Background: an optimization exercise with open tools, aiming at small area and a short achievable clock period. Do not read the settings as production practice. Only simulation tests tie the RTL to the original design; equivalence was not proved.

Setup of 04-11:
// r19c_top
module r19c_top (
    input  wire        clk,
    input  wire        rst,
    input  wire        tmr_en,
    input  wire        ie_clr,
    input  wire        ie_set,
    input  wire        tset,
    input  wire [63:0] tset_val,
    input  wire [9:0]  adc_raw,
    input  wire        rev,
    input  wire        echo,
    output wire        trig,
    output wire        status,
    output wire [4:0]  hours,
    output wire [5:0]  minutes,
    output wire [5:0]  seconds,
    output wire [1:0]  clkmode,
    output reg         mainmode,
    output wire [31:0] dist_cm,
    output wire        dist_valid,
    output wire [1:0]  rres,
    output wire [63:0] now_us,
    output wire [63:0] now_ms,
    output reg         hb_stb,
    output reg         sample_stb,
    output reg         view_stb
);
Size: ~4900 cells after synthesis, about 29000 um^2 of cells after synthesis.
Settings: LEC_CHECK=0, ABC_AREA=1, CAP_MARGIN=20, CORE_MARGIN=2, CORE_UTILIZATION=70, CTS_CLUSTER_DIAMETER=60, CTS_CLUSTER_SIZE=24, PLACE_DENSITY=0.8, SLEW_MARGIN=20; clock period 130.0 ns.
standard.sh (not shown) runs the stock make flow with config.mk's settings and CLKGATE_MAP_FILE= SYNTH_SCRIPT=/design/flow/synth_recipe.tcl, a recipe that flattens the netlist after the stock synthesis.
==> flow/flow/run.sh <==
#!/bin/bash
# Layout flow: the standard synthesis, then an area-oriented re-mapping of the
# combinational logic that is off the time-critical paths, then the standard layout.
#
# The cells kept as synthesis mapped them are the flip-flops and the fan-in cones of the
# divider's cut registers (u_tb.q_hi*, u_tb.s_hi*) and of the now_ms outputs; those cones
# hold the paths from the inputs and to the outputs that set the period. Everything else
# is re-mapped by ABC (remap.abc) for area. Each tool writes its own log here.
set -euo pipefail
W=$(pwd)
R=$W/orfs/results/${FLOW_PLATFORM}/r19c_top/base
LIB=${FLOW_HOME}/platforms/${FLOW_PLATFORM}/lib/sky130_fd_sc_hd__tt_025C_1v80.lib
YOSYS=${FLOW_HOME}/../tools/install/yosys/bin/yosys
[[ -x $YOSYS ]] || YOSYS=yosys

bash standard.sh synth > synth.log 2>&1
cp "$R/1_2_yosys.v" netlist_std.v

remap_ok=0
if python3 flow/crit.py netlist_std.v keep.v stubs.v "$LIB" 'u_tb.q_hi,u_tb.s_hi' 'now_ms' > crit.log 2>&1; then
  cat > remap.ys <<EOT
read_liberty -ignore_miss_func $LIB
read_verilog stubs.v
read_verilog keep.v
hierarchy -top ${FLOW_TOP}
flatten
rename -hide w:*.*
opt_clean -purge
abc -script $W/flow/remap.abc -liberty $LIB -dont_use *lpflow* -dont_use *probe* -dont_use *clkdly* -dont_use *dlygate* -dont_use *clkbuf* -dont_use *clkinv*
opt_clean -purge
splitnets
opt_clean -purge
hilomap -singleton -hicell sky130_fd_sc_hd__conb_1 HI -locell sky130_fd_sc_hd__conb_1 LO
insbuf -buf sky130_fd_sc_hd__buf_4 A X
opt_clean -purge
stat
write_verilog -noattr -nohex -nodec remapped_keep.v
EOT
  if "$YOSYS" -s remap.ys > remap.log 2>&1; then
    sed 's/KEEP_sky130/sky130/g' remapped_keep.v > remapped.v
    if python3 flow/ffcheck.py netlist_std.v remapped.v > ffcheck.log 2>&1; then
      remap_ok=1
    fi
  fi
fi
echo "remap_ok=$remap_ok" > remap_status.log
if [[ $remap_ok == 1 ]]; then
  cp remapped.v "$R/1_2_yosys.v"
  touch "$R/1_2_yosys.v"
fi

# Port buffers: a plain buffer in place of the delay buffer the tool picks by itself.
bash standard.sh "BUFFER_PORTS_ARGS=-buffer_cell sky130_fd_sc_hd__buf_1" finish > layout.log 2>&1
Other scripts of this flow, unchanged in this note and not shown: flow/flow/crit.py, flow/flow/ffcheck.py, flow/flow/remap.abc
The inputs of 03-22 differ from those of 04-11 as listed below.
Settings: clearing CTS_CLUSTER_DIAMETER, which used to be 60; clearing CTS_CLUSTER_SIZE, which used to be 24.
-- flow/flow/run.sh --
<<< 04-11, line 52
# Port buffers: a plain buffer in place of the delay buffer the tool picks by itself.
bash standard.sh "BUFFER_PORTS_ARGS=-buffer_cell sky130_fd_sc_hd__buf_1" finish > layout.log 2>&1
>>> 03-22, line 52
# Port buffers: a plain buffer in place of the delay buffer the tool picks by itself.
bash standard.sh "BUFFER_PORTS_ARGS=-buffer_cell sky130_fd_sc_hd__buf_2" finish > layout.log 2>&1
[summary]
- 03-22 did not stop at any stage, and its layout met the timing, design-rule and antenna checks.
- Relative to 04-11, the final area of 03-22 is higher by about 1%.
- Register-to-register slack (lower): 03-22
- Looking at final wirelength, 03-22 sits about 2% higher than 04-11 does.
- The met3 usage number comes out higher for 03-22 vs 04-11.
- Cmp 03-22 and 04-11 / layout-stage area growth over the synthesis result / lower: 04-11
- Diff 04-11 -> 03-22: final worst-path cycle share shows no meaningful change, minimum clock period after layout shows a reduction of 0.082 ns.

Setup of build 31:
Another version of the RTL of r19c_top (not shown whole).
Size: ~5400 cells after synthesis, about 280 flip-flops, roughly 270 I/O pins.
export LEC_CHECK = 0
export ABC_AREA = 1
export CAP_MARGIN = 20
export CORE_MARGIN = 2
export CORE_UTILIZATION = 70
export PLACE_DENSITY = 0.8
export SLEW_MARGIN = 20
create_clock -name core_clock -period 130.0 [get_ports {clk}]
run.sh (not shown) runs the stock make flow with config.mk's settings and CLKGATE_MAP_FILE= SYNTH_SCRIPT=/design/flow/synth_recipe.tcl, a recipe that flattens the netlist after the stock synthesis.
Stock flow here: none of the scripts above is used.
Input-level comparison between build 68 and build 31:
- CORE_UTILIZATION now 55, was 70
- PLACE_DENSITY no longer set, was 0.8
==> run summary <==
- The wire length on met2 of build 68 falls short of that of build 31 by about 6%.
- In terms of register bit total from synthesis, build 31 and build 68 differ only marginally.
- Per the comparison of build 68 with build 31, post-route minimum period up 0.073 ns; buffer and inverter count on the worst path up 1; relative area change from synthesis to final layout up 0.97 points; post-route fraction of the period consumed by the critical path flat; via count of the first global-routing pass down 1995.
- Going from build 31 to build 68, non-clock buffer count shrank slightly.

## static timing again, ports no longer ideal
In the flow no input, the clock included, has a driving cell. The finished layouts below were timed again as built, in two steps.
Step 1, drivers: a clkbuf_16 drives clk and a buf_2 each remaining input, both assumed.
Step 2 adds t to the input delays and takes it off the output delays; t is the mean of the earliest and latest rising clock arrival at the registers after step 1. Input paths then give back, and output paths get back, about the clock's delay inside the block.
Three values: no drivers, after step 1, after step 2; two values: the first two.
run | shift t [ns] | slack for setup (ns) | worst hold slack (ns)
04-11 | 0.663 | 93.174 / 93.112 / 92.950 | 0.466 / 0.466 / 0.466
03-22 | 0.616 | 93.256 / 93.197 / 93.021 | 0.459 / 0.459 / 0.459
build 31 | 0.603 | 91.687 / 91.632 / 91.189 | 0.467 / 0.467 / 0.467
build 68 | 0.611 | 91.613 / 91.549 / 91.555 | 0.454 / 0.454 / 0.454
After both steps setup and hold are still met in every run listed. For build 31, which loses most, drivers alone change the setup slack by -0.055 ns; drivers and shift together by -0.498 ns.
